Background: an optimization exercise with open tools, aiming at small area, a short achievable clock period and few clock cycles. Do not read the settings as production practice. The RTL was checked by simulation tests, not by an equivalence proof against the original design. Power figures rest on the tool's default switching activity, not on a simulated workload.

==> flow/design.v (outline; a module is shown in full before it is edited, if it fits) <==
// module isaq_cache: 38 lines
// module isaq_core: 267 lines
// module isaq_mul: 1437 lines
module isaq_core (
    input  wire        clk,
    input  wire        rst,           
    input  wire        start,
    input  wire [31:0] entry,
    input  wire [31:0] arg0,
    input  wire [31:0] arg1,
    input  wire [31:0] arg2,
    input  wire [31:0] arg3,
    output reg  [1:0]  run_state,     
    output wire [31:0] result,
    output reg  [3:0]  fault_code,
    output wire [31:0] fault_pc,
    output wire [31:0] fault_word,
    output wire [31:0] fault_addr,
    output wire [3:0]  flags,
    output wire [15:0] cnt_dp,
    output wire [15:0] cnt_mem,
    output wire [15:0] cnt_br,
    output wire [15:0] cnt_total,
    output wire [15:0] cnt_taken,
    output wire [15:0] cnt_nottaken,
    output wire [31:0] cache_hits,
    output wire [31:0] cache_misses,
    output wire [31:0] cache_requests,
    input  wire [3:0]  dbg_sel,
    output wire [31:0] dbg_rdata,
    output wire        mem_req,
    output wire        mem_we,
    output wire        mem_word,      
    output wire [31:0] mem_addr,
    output wire [31:0] mem_wdata,
    input  wire        mem_ack,
    input  wire [31:0] mem_rdata
);
  // ...
==> flow/run.sh <==
#!/bin/bash
# synth_recipe.tcl (not shown) runs the flow's synth.tcl, then flattens the netlist and writes it again
# the make line also repeats each setting of config.mk as NAME=value (left out here)
make -C /OpenROAD-flow-scripts/flow DESIGN_CONFIG=/design/flow/config.mk WORK_HOME=/design/flow/orfs CLKGATE_MAP_FILE= SYNTH_SCRIPT=/design/flow/synth_recipe.tcl finish
==> flow/config.mk <==
export PLATFORM = sky130hd
export DESIGN_NAME = isaq_core
export DESIGN_NICKNAME = isaq_core
export VERILOG_FILES = /design/flow/design.v
export SDC_FILE = /design/flow/constraint.sdc
export NUM_CORES = 4
export LEC_CHECK = 0
export CAP_MARGIN = 20
export CORE_MARGIN = 2
export CORE_UTILIZATION = 35
export PLACE_DENSITY = 0.6
export SETUP_SLACK_MARGIN = 5
export SLEW_MARGIN = 20
==> flow/constraint.sdc <==
create_clock -name core_clock -period 13.0 [get_ports {clk}]
set_input_delay 2.6000 -clock core_clock [delete_from_list [all_inputs] [get_ports {clk}]]
set_output_delay 2.6000 -clock core_clock [all_outputs]
set_load 0.01 [all_outputs]
==> insert_results.sql, run 1 <==
INSERT INTO impl_metrics (metric_group, metric, value, unit) VALUES
('pwr', 'p_clk_share', '25.6', '%'),
('layout', 'final_util', '42.43', '%'),
('run_status', 'status', 'complete, no violations', ''),
('layout', 'n_all_buffers', '1038', ''),
('layout', 'layout.sequential_cells', '1580', ''),
('floorplanning', 'die_height', '532.2', 'um'),
('setup_path', 'worst_path_buffer_plus_inverter_count', '3', ''),
('sta', 'setup_total_negative_slack', '0', 'ns'),
('layout', 'seqAreaFraction', '39.25', '%'),
('layout', 'largestRegisters', 'u_cache.tags (800), x (480)', ''),
('synth', 'synth_commonest_cells', 'sky130_fd_sc_hd__edfxtp_1 (1448), sky130_fd_sc_hd__nand2_1 (734), sky130_fd_sc_hd__a22oi_1 (662), sky130_fd_sc_hd__inv_1 (588), sky130_fd_sc_hd__clkbuf_1 (472)', ''),
('pwr', 'power.static_leakage', '42.37', 'nW'),
('layout', 'layout-drive-gt1-share', '13.36', '%'),
('synth', 'synth-seq-area-share', '47.23', '%'),
('setup_path', 'startpoint', 'mem_rdata[3]', ''),
('placed_design', 'placement.setup.worst_slack', '2.832', 'ns'),
('synth', 'avgSynthCellArea', '11.29', 'um^2'),
('grt', 'grt_start_max_net_pins', '92', ''),
('route', 'number_of_vias_per_cell_after_detailed_routing', '6.547', ''),
('route', 'highest_layer', 'met5', ''),
('clock_tree', 'post_cts_resize_count', '151', ''),
('synth', 'synth_top_area_share', '44.52', '%'),
('sta', 'setup_ws', '4.729', 'ns'),
('synth', 'yosysUniqueCellTypes', '102', ''),
('grt', 'global_route_wire_length_before_repair', '705.8', 'mm'),
('synth', 'synth-main-ff-cell', 'sky130_fd_sc_hd__edfxtp_1', ''),
('clock_tree', 'cts_hold_buffers', '0', ''),
('pwr', 'power_top_consumer', 'combinational logic', ''),
('pwr', 'design_power_total', '0.02017', 'W');
Testbench counts, summed over its fixed seeds: cycles 52,044.
==> inputs of run 2 (changes only) <==
==> flow/flow/run.sh (new file) <==
#!/bin/bash
set -euo pipefail
bash standard.sh SETUP_SLACK_MARGIN=6 \
    "BUFFER_PORTS_ARGS=-buffer_cell sky130_fd_sc_hd__buf_1" \
    finish > orfs_make.log 2>&1 || { tail -40 orfs_make.log; exit 1; }
tail -5 orfs_make.log
test -f out/final.def
==> flow/standard.sh (new file) <==
#!/bin/bash
# synth_recipe.tcl (not shown) runs the flow's synth.tcl, then flattens the netlist and writes it again
# the make line also repeats each setting of config.mk as NAME=value (left out here)
make -C /OpenROAD-flow-scripts/flow DESIGN_CONFIG=/design/flow/config.mk WORK_HOME=/design/flow/orfs CLKGATE_MAP_FILE= SYNTH_SCRIPT=/design/flow/synth_recipe.tcl "${@:-finish}"
--- a/flow/config.mk
+++ b/flow/config.mk
@@ -7,7 +7,8 @@
 export LEC_CHECK = 0
 export CAP_MARGIN = 20
 export CORE_MARGIN = 2
-export CORE_UTILIZATION = 35
-export PLACE_DENSITY = 0.6
+export CORE_UTILIZATION = 30
+export CTS_BUF_LIST = sky130_fd_sc_hd__clkbuf_4 sky130_fd_sc_hd__clkbuf_8
+export PLACE_DENSITY = 0.55
 export SETUP_SLACK_MARGIN = 5
 export SLEW_MARGIN = 20
removed: flow/run.sh
==> insert_results.sql, run 2 <==
INSERT INTO impl_metrics (metric_group, metric, value, unit) VALUES
('run_status', 'status', 'complete, no violations', ''),
('grt', 'global_route_wire_length_before_repair', '735.9', 'mm'),
('synth', 'synth-seq-area-share', '47.23', '%'),
('grt', 'antenna_found_initial', '66', ''),
('floorplanning', 'die-area', '330100', 'um^2'),
('synth', 'avgSynthCellArea', '11.29', 'um^2'),
('synth', 'synth.yosys.warnings', '3', ''),
('pwr', 'p_switching', '0.01009', 'W'),
('pwr', 'max-vdd-ir-drop', '717.8', 'uV'),
('sta', 'period_minus_slack', '7.399', 'ns'),
('layout', 'mostFrequentLayoutCell', 'sky130_fd_sc_hd__edfxtp_1', ''),
('placed_design', 'placement.setup.worst_slack', '2.330', 'ns'),
('synth', 'dominant_cell_type_by_area_after_synthesis', 'sky130_fd_sc_hd__edfxtp_1', ''),
('sta', 'rsz0062_at_grt', 'true', ''),
('synth', 'syn_area', '97660', 'um^2'),
('layout', 'largestRegisters', 'u_cache.tags (800), x (480)', ''),
('layout', 'final.fill_count', '31470', ''),
('route', 'drt_wl_total', '556.9', 'mm'),
('sta', 'timing.final.setup_violations', '0', ''),
('layout', 'design_area', '122000', 'um^2'),
('placed_design', 'place_hpwl', '361.1', 'mm'),
('floorplanning', 'die_height', '574.6', 'um'),
('floorplanning', 'ios', '629', ''),
('sta', 'tightest_slew', '1.264', 'ns'),
('placed_design', 'io_buffer_count', '609', ''),
('pwr', 'power.density_cell_area', '197.9', 'nW/um^2'),
('clock_tree', 'clk-insertion-delay-late', '1.15', 'ns'),
('synth', 'synth_commonest_cells', 'sky130_fd_sc_hd__edfxtp_1 (1448), sky130_fd_sc_hd__nand2_1 (734), sky130_fd_sc_hd__a22oi_1 (662), sky130_fd_sc_hd__inv_1 (588), sky130_fd_sc_hd__clkbuf_1 (472)', ''),
('pwr', 'p_clk_share', '20.6', '%'),
('grt', 'grt_pass1_vias', '86040', ''),
('pwr', 'power.static_leakage', '44.15', 'nW'),
('pwr', 'power.share.combinational', '53.5', '%'),
('setup_path', 'critical_path.max_stage_delay', '0.58', 'ns'),
('setup_path', 'endpoint_kind', 'flip-flop', ''),
('pwr', 'share_seq_of_total_power', '25.9', '%'),
('grt', 'grt_remaining_overflow', '0', ''),
('pwr', 'internal_power', '0.01407', 'W'),
('layout', 'layout-drive-gt1-share', '21.85', '%'),
('setup_path', 'timing.critical_path.from_type', 'flip-flop', ''),
('setup_path', 'critical_path_arrival', '8.25', 'ns'),
('synth', 'synth_top_area_share', '44.52', '%'),
('route', 'routed_wire_length_per_instance', '38.82', 'um'),
('synth', 'synthArstFlopShare', '0', '%'),
('sta', 'hold_viol_final', '0', ''),
('floorplanning', 'rows', '209', ''),
('synth', 'synthTopCellsByArea', 'sky130_fd_sc_hd__edfxtp_1 (45%), sky130_fd_sc_hd__fa_1 (8.4%), sky130_fd_sc_hd__a22oi_1 (5.1%), sky130_fd_sc_hd__mux4_2 (4.8%), sky130_fd_sc_hd__and2_1 (2.9%)', ''),
('synth', 'synth_instances', '8647', ''),
('synth', 'synth.ff_latch_count', '1580', ''),
('setup_path', 'worst_path_buffer_plus_inverter_count', '9', ''),
('route', 'number_of_vias_per_cell_after_detailed_routing', '6.230', ''),
('clock_tree', 'ctsRootBufferMaster', 'sky130_fd_sc_hd__clkbuf_8', ''),
('layout', 'layout_common_cells', 'sky130_fd_sc_hd__edfxtp_1 (1448), sky130_fd_sc_hd__nand2_1 (705), sky130_fd_sc_hd__a22oi_1 (639)', ''),
('grt', 'track_usage', '32.21', '%'),
('sta', 'setup_ws', '5.601', 'ns'),
('layout', 'fin_nets', '10570', ''),
('layout', 'multi_input_comb_area', '50790', 'um^2'),
('setup_path', 'critical_path.slowest_cell', 'sky130_fd_sc_hd__fa_2', ''),
('sta', 'clock_skew', '0.1641', 'ns'),
('setup_path', 'path_common_cell', 'sky130_fd_sc_hd__fa_2', ''),
('floorplanning', 'die_width', '574.6', 'um'),
('grt', 'grt_start_max_net_pins', '95', ''),
('layout', 'largest-register', 'u_cache.tags', ''),
('clock_tree', 'cts_tree', 'built', ''),
('synth', 'synth_enable_flop_cells', '1448', ''),
('run', 'max-cap-violations', '0', ''),
('synth', 'synth-main-ff-cell', 'sky130_fd_sc_hd__edfxtp_1', ''),
('pwr', 'p_sw_share', '41.76', '%'),
('setup_path', 'crit_type', 'reg2reg', ''),
('floorplanning', 'initial_core_utilization', '30.14', '%'),
('synth', 'yosysUniqueCellTypes', '102', ''),
('clock_tree', 'cts_max_level', '5', ''),
('clock_tree', 'tritoncts_num_sinks', '1580', ''),
('sta', 'fin_crit_sh', '56.91', '%'),
('setup_path', 'timing.critical_path.max_delay_family', 'adder cells', ''),
('setup_path', 'critPathRequiredTime', '13.85', 'ns'),
('route', 'vias', '89390', ''),
('clock_tree', 'clk_path_buf_depth', '4', ''),
('layout', 'largest_register_ff_count', '800', ''),
('layout', 'area.growth.synth_to_final', '24.96', '%'),
('clock_tree', 'path_clk_slew', '0.06', 'ns'),
('synth', 'post-synth-top-count-cell', 'sky130_fd_sc_hd__edfxtp_1', ''),
('layout', 'register_area', '46160', 'um^2'),
('worst_hold_path', 'worstHoldPathType', 'reg2reg', ''),
('route', 'ant_nets', '0', ''),
('route', 'drt-pass1-iter-count', '10', ''),
('placed_design', 'gp_routability_congestion', '1.047', ''),
('route', 'route.detailed.drc', '0', ''),
('setup_path', 'timing.critical_path.fanout_max', '5', ''),
('sta', 'timing.fmax', '135.2', 'MHz'),
('pwr', 'design_power_total', '0.02415', 'W'),
('floorplanning', 'design.core.area', '324000', 'um^2'),
('sta', 'worst_slew_margin_rel', '15.41', '%'),
('sta', 'final-max-slew-violation-count', '0', ''),
('route', 'drt_first_iter_violations', '14950', ''),
('clock_tree', 'cts-buffers-inserted', '285', ''),
('placed_design', 'post_dp_cell_area', '106800', 'um^2'),
('sta', 'setup_total_negative_slack', '0', 'ns');
==> run 2: changes by cell type in the layout (fill, tap and decap cells not counted), moves of 27 or more <==
cell / previous run / this run
sky130_fd_sc_hd__ha_1: 199 / 167
sky130_fd_sc_hd__inv_1: 588 / 561
sky130_fd_sc_hd__fa_1: 408 / 368
sky130_fd_sc_hd__buf_12: 56 / 132
sky130_fd_sc_hd__clkbuf_8: 11 / 301
sky130_fd_sc_hd__clkbuf_1: 40 / 0
sky130_fd_sc_hd__buf_6: 21 / 98
sky130_fd_sc_hd__fa_2: 1 / 41
sky130_fd_sc_hd__buf_1: 0 / 546
sky130_fd_sc_hd__buf_4: 345 / 493
sky130_fd_sc_hd__clkbuf_16: 182 / 19
sky130_fd_sc_hd__clkbuf_4: 2 / 98
sky130_fd_sc_hd__ha_4: 4 / 32
sky130_fd_sc_hd__clkdlybuf4s50_1: 581 / 0
==> run 2: kinds of logic after synthesis <==
group | share of synthesized area [%]
DFF | 47.23
muxes | 5.341
xor gates and xnor gates | 3.408
other | 0.003840
and+or+nand+nor | 12.76
AOI/OAI and AO/OA | 15.30
buffers and inverters | 4.945
adders and majority gates | 11.02
==> run 2: routing by layer <==
layer  global-route usage [%]  vias to the layer above  routed length [um]
met4                    23.91                       26               51540
met3                    10.87                     2283               69590
li1                         -                    34590                   -
met1                    38.47                    44950              198900
met5                   0.1865                        -                 279
met2                    48.14                     7544              236600
==> run 2: area by class of cell <==
| class | instances | share of cell area, % |
|---|---|---|
| clock inverters | 112 | 0.7905 |
| clock buffers | 396 | 3.969 |
| diodes | 48 | 0.09843 |
| inverters | 591 | 1.844 |
| multi-input cells | 5908 | 41.62 |
| well taps | 4325 | 4.434 |
| repair buffers | 1388 | 9.422 |
| flip-flops and latches | 1580 | 37.83 |
==> run 2: final timing paths <==
path,start,to,slack (ns),depth (start not counted)
setup / recovery,wd[2],x[3][30],5.60,28
hold / removal,u_cache.valid[6],u_cache.valid[6],0.47,2
setup reg to reg,wd[2],x[3][30],5.60,28
hold reg to reg,u_cache.valid[6],u_cache.valid[6],0.47,2
==> run 2: through the flow <==
step	cells	hold slack [ns]	utilization, %
after floorplan	8665	0.4356	-
after global placement	13330	0.4455	32.95
after global routing	14310	0.4935	37.64
after CTS	14140	0.4706	36.61
after detailed placement	13330	0.4615	32.95
final	14350	0.4709	37.67
==> run 2: what timing repair did <==
| item | in CTS | in global routing |
|---|---|---|
| gates cloned | 50 | 16 |
| buffers inserted | 252 | 145 |
| pin swaps | 182 | 201 |
| setup endpoints to repair | 1447 | 400 |
| endpoints found under the hold margin | 0 | 0 |
| hold buffers | 0 | 0 |
| gates resized for setup | 601 | 379 |
==> run 2: tightest hold or removal path: stages (launching register included) <==
cell and delay, ns:
sky130_fd_sc_hd__dfxtp_1 0.31, sky130_fd_sc_hd__inv_1 0.04, sky130_fd_sc_hd__o22ai_1 0.07
==> run 2: power by group through the flow <==
stage / logic [W] / clock network, W / registers, W
2_1_floorplan: 0.00502 / 0 / 0.00616
3_3_place_gp: 0.00802 / 0 / 0.00634
3_5_place_dp: 0.00807 / 0 / 0.00632
4_1_cts: 0.0111 / 0.00501 / 0.00622
5_1_grt: 0.0135 / 0.00523 / 0.00624
6_report: 0.0129 / 0.00498 / 0.00626
==> module isaq_core, before the edit <==
module isaq_core (
    input  wire        clk,
    input  wire        rst,           
    input  wire        start,
    input  wire [31:0] entry,
    input  wire [31:0] arg0,
    input  wire [31:0] arg1,
    input  wire [31:0] arg2,
    input  wire [31:0] arg3,
    output reg  [1:0]  run_state,     
    output wire [31:0] result,
    output reg  [3:0]  fault_code,
    output wire [31:0] fault_pc,
    output wire [31:0] fault_word,
    output wire [31:0] fault_addr,
    output wire [3:0]  flags,
    output wire [15:0] cnt_dp,
    output wire [15:0] cnt_mem,
    output wire [15:0] cnt_br,
    output wire [15:0] cnt_total,
    output wire [15:0] cnt_taken,
    output wire [15:0] cnt_nottaken,
    output wire [31:0] cache_hits,
    output wire [31:0] cache_misses,
    output wire [31:0] cache_requests,
    input  wire [3:0]  dbg_sel,
    output wire [31:0] dbg_rdata,
    output wire        mem_req,
    output wire        mem_we,
    output wire        mem_word,      
    output wire [31:0] mem_addr,
    output wire [31:0] mem_wdata,
    input  wire        mem_ack,
    input  wire [31:0] mem_rdata
);
    localparam [31:0] STACK_TOP  = 32'h0010_0400;
    localparam [1:0] RS_IDLE = 2'd0, RS_RUN = 2'd1, RS_HALT = 2'd2, RS_FAULT = 2'd3;
    localparam [3:0] F_DECODE = 4'd1, F_OOB = 4'd2, F_MISDATA = 4'd3, F_MISFETCH = 4'd4,
                     F_COND = 4'd5, F_PCFIELD = 4'd6, F_NONTERM = 4'd7;
    localparam [1:0] PH_FETCH = 2'd0, PH_MEM = 2'd1, PH_MUL = 2'd2;
    reg [31:0] x [0:14];              
    reg [31:0] pc;                    
    reg        cc_lt, cc_gt;          
    reg [1:0]  phase;
    reg [31:0] ir;
    reg [31:0] ea;
    reg [31:0] wd;
    reg [3:0]  mul_rd;
    reg        fw_en, fa_en;          
    reg [12:0] c_dp, c_mem, c_total, c_taken, c_nt;
    wire running   = (run_state == RS_RUN);
    wire fetching  = running && (phase == PH_FETCH);
    wire in_mem    = running && (phase == PH_MEM);
    wire in_mul    = running && (phase == PH_MUL);
    wire start_acc = !rst && !running && start;
    assign result = x[0];
    assign flags  = {cc_lt | cc_gt, cc_gt, cc_lt, cc_lt};
    assign cnt_dp       = {3'd0, c_dp};
    assign cnt_mem      = {3'd0, c_mem};
    assign cnt_total    = {3'd0, c_total};
    assign cnt_taken    = {3'd0, c_taken};
    assign cnt_nottaken = {3'd0, c_nt};
    assign cnt_br       = {3'd0, c_taken + c_nt};
    assign fault_pc   = (run_state == RS_FAULT) ? pc : 32'd0;
    assign fault_word = fw_en ? ir : 32'd0;
    assign fault_addr = fa_en ? ea : 32'd0;
    wire pc_zero  = (pc == 32'd0);
    wire at_limit = c_total[12];                  
    wire pc_mis   = (pc[1:0] != 2'b00);
    wire pc_code  = (pc[31:10] == 22'h20);        
    wire fetch_ok = !at_limit && !pc_mis && pc_code;
    wire exec     = fetching && fetch_ok && mem_ack;
    wire [31:0] iw = mem_rdata;
    wire [3:0]  f_op = iw[24:21];
    wire d_bx  = (iw[27:4] == 24'h12FFF1);
    wire d_mul = (iw[27:26] == 2'b00) && (iw[7:4] == 4'b1001);
    wire d_mem = (iw[27:26] == 2'b01);
    wire d_dp  = (iw[27:26] == 2'b00) && !d_bx && !d_mul;
    wire d_br  = (iw[27:25] == 3'b101);
    wire op_mov = (f_op == 4'b1101);
    wire op_cmp = (f_op == 4'b1010);
    wire op_wr  = (f_op == 4'b0100) || (f_op == 4'b0010) || op_mov;
    wire [3:0] sel_c = d_mul ? iw[11:8] : iw[15:12];
    function [31:0] rreg(input [3:0] i);
        rreg = (i == 4'd15) ? pc : x[i];
    endfunction
    wire [31:0] pa = rreg(iw[19:16]);
    wire [31:0] pb = rreg(iw[3:0]);
    wire [31:0] pcc = rreg(sel_c);
    assign dbg_rdata = rreg(dbg_sel);
    wire        use_reg = iw[26] ? iw[25] : !iw[25];
    wire [31:0] imm     = iw[26] ? {20'd0, iw[11:0]} : {24'd0, iw[7:0]};
    wire [31:0] opb     = use_reg ? pb : imm;
    wire        sub     = !iw[26] && (f_op[2:0] == 3'b010);       
    wire [32:0] addc    = {pa, 1'b1} + {opb ^ {32{sub}}, sub};
    wire [31:0] alu     = addc[32:1];
    wire cmp_zero = (pa == opb);                  
    wire cmp_neg  = alu[31];
    wire [3:0] f_cond = iw[31:28];
    wire cond_known = (f_cond == 4'b0000) || (f_cond == 4'b0001) ||
                      (f_cond == 4'b1011) || (f_cond == 4'b1100);
    reg  cond_pass;
    always @(*) begin
        case (f_cond)
            4'b0000: cond_pass = !cc_lt && !cc_gt;
            4'b0001: cond_pass = cc_lt || cc_gt;
            4'b1011: cond_pass = cc_lt;
            default: cond_pass = cc_gt;
        endcase
    end
    wire [31:0] pc4    = pc + 32'd4;
    wire [31:0] br_tgt = pc + 32'd8 + {{6{iw[23]}}, iw[23:0], 2'b00};
    wire br_taken = d_br && cond_known && cond_pass;
    wire x_fault = !(d_bx || d_mul || d_mem || d_dp || d_br) ||
                   (d_dp && !op_wr && iw[15:12] == 4'd15) ||
                   (d_br && !cond_known);
    wire [3:0] x_code = (!(d_bx || d_mul || d_mem || d_dp || d_br)) ? F_DECODE :
                        d_br ? F_COND : F_PCFIELD;
    wire ls_ld   = ir[20];
    wire ls_byte = ir[22];
    wire ea_code = (ea[31:10] == 22'h20);
    wire ea_data = (ea[31:10] == 22'h400) || (ea[31:8] == 24'h2000);
    wire ls_pcf  = !ls_ld && (ir[15:12] == 4'd15);
    wire ls_mis  = !ls_byte && (ea[1:0] != 2'b00);
    wire ls_oob  = !(ea_data || (ls_ld && ea_code));
    wire ls_bad  = ls_pcf || ls_mis || ls_oob;
    wire ls_done = in_mem && !ls_bad && mem_ack;
    wire        ld_now  = ls_done && ls_ld;
    wire [31:0] ld_val  = ls_byte ? {24'd0, mem_rdata[7:0]} : mem_rdata;
    wire [31:0] product;
    isaq_mul u_mul (.a(ea), .b(wd), .p(product));
    wire        wr_dp    = exec && d_dp && op_wr;
    wire        wr_bl    = exec && br_taken && iw[24];
    wire        wr_en    = wr_dp || wr_bl || ld_now || in_mul;
    wire [3:0]  wr_dst   = in_mul ? mul_rd : in_mem ? ir[15:12] : d_br ? 4'd14 : iw[15:12];
    wire s_alu  = fetching && !d_br && !op_mov;
    wire s_opb  = fetching && !d_br && op_mov;
    wire s_pc4  = fetching && d_br;
    wire [31:0] wdata = ({32{s_alu}}  & alu)    |
                        ({32{s_opb}}  & opb)    |
                        ({32{s_pc4}}  & pc4)    |
                        ({32{in_mem}} & ld_val) |
                        ({32{in_mul}} & product);
    wire        wr_pc    = wr_en && (wr_dst == 4'd15);
    integer i;
    always @(posedge clk) begin
        for (i = 0; i < 15; i = i + 1) begin
            if (start_acc || (wr_en && wr_dst == i[3:0]))
                x[i] <= wdata;
        end
        if (start_acc) begin
            x[0]  <= arg0;
            x[1]  <= arg1;
            x[2]  <= arg2;
            x[3]  <= arg3;
            x[13] <= STACK_TOP;
        end
    end
    wire adv_fetch = exec && !x_fault && !d_mem && !d_mul;    
    reg  [31:0] pc_d;
    always @(*) begin
        if (wr_pc)
            pc_d = wdata;
        else if (fetching && d_bx)
            pc_d = pb;
        else if (fetching && br_taken)
            pc_d = br_tgt;
        else
            pc_d = pc4;
    end
    always @(posedge clk) begin
        if (start_acc)
            pc <= entry;
        else if (adv_fetch || ls_done || in_mul)
            pc <= pc_d;
    end
    wire ret_dp    = (adv_fetch && d_dp) || in_mul;
    wire ret_br    = adv_fetch && (d_bx || d_br);
    wire ret_taken = adv_fetch && (d_bx || br_taken);
    wire ret_nt    = adv_fetch && d_br && !cond_pass;
    wire ret_any   = ret_dp || ret_br || ls_done;
    always @(posedge clk) begin
        if (exec) begin
            ir     <= iw;
            ea     <= d_mul ? pa : alu;
            wd     <= pcc;
            mul_rd <= iw[19:16];
        end else if (fetching && !pc_zero && !fetch_ok) begin
            ea     <= pc;
        end
    end
    always @(posedge clk) begin
        if (rst) begin
            run_state <= RS_IDLE;
            phase     <= PH_FETCH;
        end else if (!running) begin
            if (start) begin
                phase      <= PH_FETCH;
                run_state  <= RS_RUN;
                fault_code <= 4'd0;
                fw_en      <= 1'b0;
                fa_en      <= 1'b0;
                cc_lt      <= 1'b0;
                cc_gt      <= 1'b0;
                c_dp       <= 13'd0;
                c_mem      <= 13'd0;
                c_total    <= 13'd0;
                c_taken    <= 13'd0;
                c_nt       <= 13'd0;
            end
        end else begin
            if (ret_dp)    c_dp    <= c_dp + 13'd1;
            if (ls_done)   c_mem   <= c_mem + 13'd1;
            if (ret_any)   c_total <= c_total + 13'd1;
            if (ret_taken) c_taken <= c_taken + 13'd1;
            if (ret_nt)    c_nt    <= c_nt + 13'd1;
            case (phase)
                PH_FETCH: begin
                    if (pc_zero)
                        run_state <= RS_HALT;
                    else if (!fetch_ok) begin
                        run_state  <= RS_FAULT;
                        fault_code <= at_limit ? F_NONTERM : pc_mis ? F_MISFETCH : F_OOB;
                        fa_en      <= !at_limit;
                    end else if (mem_ack) begin
                        if (x_fault) begin
                            run_state  <= RS_FAULT;
                            fault_code <= x_code;
                            fw_en      <= 1'b1;
                        end else if (d_mem) begin
                            phase <= PH_MEM;
                        end else if (d_mul) begin
                            phase <= PH_MUL;
                        end else if (d_dp && op_cmp) begin
                            cc_lt <= cmp_neg;
                            cc_gt <= !cmp_neg && !cmp_zero;
                        end
                    end
                end
                PH_MEM: begin
                    if (ls_bad) begin
                        run_state  <= RS_FAULT;
                        fault_code <= ls_pcf ? F_PCFIELD : ls_mis ? F_MISDATA : F_OOB;
                        fw_en      <= 1'b1;
                        fa_en      <= !ls_pcf;
                    end else if (mem_ack)
                        phase <= PH_FETCH;
                end
                default: phase <= PH_FETCH;
            endcase
        end
    end
    assign mem_req   = running && ((phase == PH_FETCH && fetch_ok) || (phase == PH_MEM && !ls_bad));
    assign mem_we    = in_mem && !ls_ld;
    assign mem_word  = !in_mem || !ls_byte;
    assign mem_addr  = in_mem ? ea : pc;
    assign mem_wdata = wd;
    isaq_cache #(.SLOTS(32), .K(5)) u_cache (
        .clk      (clk),
        .rst      (rst),
        .access   (exec),
        .key      (iw),
        .hits     (cache_hits),
        .misses   (cache_misses),
        .requests (cache_requests)
    );
endmodule
==> inputs of run 3 (changes only) <==
--- a/flow/design.v
+++ b/flow/design.v
@@ -119,8 +119,21 @@
     wire op_cmp = (f_op == 4'b1010);
     wire op_wr  = (f_op == 4'b0100) || (f_op == 4'b0010) || op_mov;
     wire [3:0] sel_c = d_mul ? iw[11:8] : iw[15:12];
+    wire [31:0] rf [0:15];
+    genvar g;
+    generate
+        for (g = 0; g < 15; g = g + 1) begin : g_rf
+            assign rf[g] = x[g];
+        end
+    endgenerate
+    assign rf[15] = pc;
     function [31:0] rreg(input [3:0] i);
-        rreg = (i == 4'd15) ? pc : x[i];
+        integer k;
+        begin
+            rreg = 32'd0;
+            for (k = 0; k < 16; k = k + 1)
+                rreg = rreg | ({32{i == k[3:0]}} & rf[k]);
+        end
     endfunction
     wire [31:0] pa = rreg(iw[19:16]);
     wire [31:0] pb = rreg(iw[3:0]);
==> flow/flow/run.sh (replaced) <==
#!/bin/bash
set -euo pipefail
bash standard.sh SETUP_SLACK_MARGIN=6.5 \
    "BUFFER_PORTS_ARGS=-buffer_cell sky130_fd_sc_hd__buf_1" \
    finish > orfs_make.log 2>&1 || { tail -40 orfs_make.log; exit 1; }
tail -5 orfs_make.log
test -f out/final.def
--- a/flow/config.mk
+++ b/flow/config.mk
@@ -7,8 +7,8 @@
 export LEC_CHECK = 0
 export CAP_MARGIN = 20
 export CORE_MARGIN = 2
-export CORE_UTILIZATION = 30
+export CORE_UTILIZATION = 35
 export CTS_BUF_LIST = sky130_fd_sc_hd__clkbuf_4 sky130_fd_sc_hd__clkbuf_8
-export PLACE_DENSITY = 0.55
+export PLACE_DENSITY = 0.6
 export SETUP_SLACK_MARGIN = 5
 export SLEW_MARGIN = 20
==> insert_results.sql, run 3 <==
INSERT INTO impl_metrics (metric_group, metric, value, unit) VALUES
('sta', 'setup_total_negative_slack', '0', 'ns'),
('clock_tree', 'cts-buffers-inserted', '285', ''),
('placed_design', 'gp_routability_congestion', '1.050', ''),
('floorplanning', 'die_width', '530.8', 'um'),
('floorplanning', 'die-area', '281800', 'um^2'),
('synth', 'synthTopCellsByArea', 'sky130_fd_sc_hd__edfxtp_1 (45%), sky130_fd_sc_hd__fa_1 (8.4%), sky130_fd_sc_hd__mux4_2 (4.9%), sky130_fd_sc_hd__and2_1 (3.2%), sky130_fd_sc_hd__a221oi_1 (3.0%)', ''),
('route', 'routed_wire_length_per_instance', '39.73', 'um'),
('floorplanning', 'initial_core_utilization', '35.17', '%'),
('layout', 'layout_common_cells', 'sky130_fd_sc_hd__edfxtp_1 (1448), sky130_fd_sc_hd__nand2_1 (584), sky130_fd_sc_hd__inv_1 (571)', ''),
('setup_path', 'worst_path_buffer_plus_inverter_count', '4', ''),
('setup_path', 'critical_path.slowest_cell', 'sky130_fd_sc_hd__nand4_1', ''),
('synth', 'synthArstFlopShare', '0', '%'),
('setup_path', 'critPathRequiredTime', '10.40', 'ns'),
('setup_path', 'timing.critical_path.max_delay_family', 'simple AND/OR/NAND/NOR gates', ''),
('setup_path', 'critical_path_arrival', '4.92', 'ns'),
('clock_tree', 'cts_max_level', '5', ''),
('synth', 'synth-simple-area-share', '12.07', '%'),
('floorplanning', 'design.core.area', '276300', 'um^2'),
('layout', 'largest-register', 'u_cache.tags', ''),
('synth', 'synth.yosys.warnings', '3', ''),
('synth', 'syn_area', '97150', 'um^2'),
('floorplanning', 'rows', '193', ''),
('setup_path', 'endpoint_kind', 'primary output', ''),
('clock_tree', 'clk_path_buf_depth', '4', ''),
('setup_path', 'path_common_cell', 'sky130_fd_sc_hd__buf_12', ''),
('grt', 'grt_remaining_overflow', '0', ''),
('worst_hold_path', 'worstHoldPathType', 'reg2reg', ''),
('pwr', 'power.density_cell_area', '187.2', 'nW/um^2'),
('synth', 'synth.ff_latch_count', '1580', ''),
('grt', 'grt_pass1_vias', '82510', ''),
('sta', 'worst_slew_margin_rel', '9.776', '%'),
('synth', 'synth-main-ff-cell', 'sky130_fd_sc_hd__edfxtp_1', ''),
('placed_design', 'place_hpwl', '328.2', 'mm'),
('sta', 'timing.fmax', '132.9', 'MHz'),
('synth', 'synth_compound_area_share', '15.40', '%'),
('setup_path', 'timing.critical_path.fanout_max', '7', ''),
('synth', 'synth_xor_area_share', '3.543', '%'),
('clock_tree', 'path_clk_slew', '0.06', 'ns'),
('placed_design', 'post_dp_cell_area', '104800', 'um^2'),
('setup_path', 'timing.critical_path.from_type', 'input port', ''),
('synth', 'synth.mux.area_fraction', '5.578', '%'),
('grt', 'grt_start_max_net_pins', '120', ''),
('layout', 'largest_register_ff_count', '800', ''),
('route', 'ant_nets', '0', ''),
('layout', 'area.growth.synth_to_final', '24.39', '%'),
('sta', 'hold_viol_final', '0', ''),
('grt', 'track_usage', '36.38', '%'),
('layout', 'fin_nets', '10280', ''),
('grt', 'global_route_wire_length_before_repair', '705.8', 'mm'),
('clock_tree', 'clk-insertion-delay-late', '1.02', 'ns'),
('route', 'drt_wl_total', '532.5', 'mm'),
('placed_design', 'io_buffer_count', '609', ''),
('grt', 'antenna_found_initial', '62', ''),
('synth', 'synth_commonest_cells', 'sky130_fd_sc_hd__edfxtp_1 (1448), sky130_fd_sc_hd__nand2_1 (616), sky130_fd_sc_hd__inv_1 (585), sky130_fd_sc_hd__and2_1 (499), sky130_fd_sc_hd__clkbuf_1 (490)', ''),
('clock_tree', 'ctsRootBufferMaster', 'sky130_fd_sc_hd__clkbuf_8', ''),
('synth', 'synth_enable_flop_cells', '1448', ''),
('layout', 'final.fill_count', '25610', ''),
('sta', 'period_minus_slack', '7.525', 'ns'),
('sta', 'rsz0062_at_grt', 'true', ''),
('synth', 'synth-seq-area-share', '47.48', '%'),
('layout', 'multi_input_comb_area', '50570', 'um^2'),
('layout', 'mostFrequentLayoutCell', 'sky130_fd_sc_hd__edfxtp_1', ''),
('clock_tree', 'cts_tree', 'built', ''),
('layout', 'register_area', '46150', 'um^2'),
('synth', 'dominant_cell_type_by_area_after_synthesis', 'sky130_fd_sc_hd__edfxtp_1', ''),
('route', 'vias', '88580', ''),
('sta', 'tightest_slew', '1.353', 'ns'),
('layout', 'largestRegisters', 'u_cache.tags (800), x (480)', ''),
('layout', 'design_area', '120800', 'um^2'),
('pwr', 'power.static_leakage', '45.00', 'nW'),
('clock_tree', 'tritoncts_num_sinks', '1580', ''),
('route', 'drt-pass1-iter-count', '12', ''),
('run', 'max-cap-violations', '0', ''),
('synth', 'yosysUniqueCellTypes', '97', ''),
('sta', 'clock_skew', '0.09871', 'ns'),
('setup_path', 'critical_path.max_stage_delay', '0.73', 'ns'),
('synth', 'post-synth-top-count-cell', 'sky130_fd_sc_hd__edfxtp_1', ''),
('setup_path', 'crit_type', 'in2out', ''),
('synth', 'avgSynthCellArea', '11.58', 'um^2'),
('floorplanning', 'ios', '629', ''),
('route', 'number_of_vias_per_cell_after_detailed_routing', '6.610', ''),
('route', 'route.detailed.drc', '0', ''),
('sta', 'final-max-slew-violation-count', '0', ''),
('synth', 'synth_top_area_share', '44.76', '%'),
('sta', 'fin_crit_sh', '57.88', '%'),
('synth', 'synth_adder_area_share', '11.09', '%'),
('setup_path', 'worstPathCellList', 'buf_12 > nand2b_4 > nor2_4 > buf_12 > buf_16 > a22o_1 > a221oi_2 > nand4_1 > buf_2', ''),
('route', 'drt_first_iter_violations', '16150', ''),
('pwr', 'max-vdd-ir-drop', '1170', 'uV'),
('layout', 'layout-drive-gt1-share', '22.75', '%'),
('run_status', 'status', 'complete, no violations', ''),
('clock_tree', 'cts_hold_buffers', '0', ''),
('synth', 'synth_top_family_by_area', 'compound AO/OA/AOI/OAI gates', ''),
('sta', 'timing.final.setup_violations', '0', ''),
('floorplanning', 'die_height', '530.8', 'um'),
('synth', 'synth_instances', '8386', '');
==> run 3: final cells by class <==
class	count	share of cell area, %
multi-input combinational	5624	41.85
clock buffer	374	3.892
clock inverter	119	0.8097
timing repair buffer	1383	9.519
antenna	30	0.06212
tap	3705	3.836
inverter	587	1.843
sequential	1580	38.19
==> run 3: path summary, 6_finish.rpt <==
kind | start | end | cells after the start | slack, ns
worst max-delay path | dbg_sel[1] | dbg_rdata[30] | 9 | 5.48
worst min-delay path | u_cache.valid[19] | u_cache.valid[19] | 2 | 0.46
worst max register to register | wd[2] | pc[26] | 27 | 5.70
worst min register to register | u_cache.valid[19] | u_cache.valid[19] | 2 | 0.46
==> run 3: timing repair <==
| item | in CTS | in global routing |
|---|---|---|
| buffers inserted | 299 | 132 |
| pin swaps | 237 | 179 |
| endpoints found under the setup margin | 1935 | 1030 |
| gates cloned | 42 | 8 |
| resized for setup | 774 | 324 |
==> run 3: logic make-up (layout without fill, tap and decap cells) <==
kind of cell,after synthesis,after routing
AOI/OAI and AO/OA,2001,2005
buffers and inverters,1204,2463
muxes,271,271
xor gates and xnor gates,393,393
and+or+nand+nor,2321,2321
adders and majority gates,615,615
other,1,49
DFF,1580,1580
==> run 3: report_power, final <==
part / internal (W) / switching, W / leakage, nW
combinational: 0.00458 / 0.00703 / 27.6
clock: 0.00264 / 0.00224 / 2.95
sequential: 0.00583 / 0.000298 / 14.4
==> run 3: per-layer routing <==
layer	GRT usage [%]	wire length [um]	vias up	part of all wire [%]
li1	-	-	33660	-
met1	46.75	197100	44340	37
met2	49.91	211600	8345	40
met3	16.39	82480	2204	15
met4	21.27	40810	31	7.7
met5	0.9231	447	-	0.084
==> run 3: per-stage QoR <==
stage	instances	hold WS (ns)	setup slack [ns]	total power [W]	utilization [%]
after floorplan	8404	0.4223	5.471	0.01029	-
after global placement	12400	0.4340	2.980	0.01331	37.94
after detailed placement	12400	0.4492	2.955	0.01337	37.94
after CTS	13230	0.4580	5.772	0.02092	42.69
after global routing	13380	0.4785	5.491	0.02312	43.72
final	13400	0.4632	5.475	0.02262	43.74
==> run 3: worst min-delay path, stage by stage (launching register included) <==
cell	delay, ns
sky130_fd_sc_hd__dfxtp_1	0.31
sky130_fd_sc_hd__inv_1	0.05
sky130_fd_sc_hd__a21oi_1	0.05
Testbench counts of run 3, summed over its fixed seeds: cycles 52,044.

[port drivers added, routing unchanged]
Ports are ideal in the flow. The routed layouts listed here were re-timed in OpenROAD.
Step 1 sets driving cells, clkbuf_16 on the clock port and buf_2 on the other inputs (assumed; they add their load-dependent delay and slew).
Step 2 times the ports against the registers' clock, not the clock port: input delays grow and output delays shrink by t, the midpoint of the rising clock arrivals with the driver on.
a / b / c = ideal ports / drivers / drivers and shift; a / b = the first two.
run	t, ns	slack for setup (ns)	hold WS [ns]	clock arrival spread, ns	slew at the worst register clock pin (ns)
run 1	0.996	4.729 / 4.685 / 3.688	0.477 / 0.477 / 0.477	0.087 / 0.087	0.07 / 0.07
run 2	1.191	5.601 / 5.601 / 4.443	0.471 / 0.471 / 0.471	0.164 / 0.164	0.08 / 0.08
run 3	1.065	5.475 / 5.349 / 4.537	0.463 / 0.463 / 0.463	0.099 / 0.099	0.08 / 0.08
After both steps setup and hold are still met in every run listed. For run 2, which loses most, drivers alone change the setup slack by 0.000 ns; drivers and shift together by -1.158 ns.
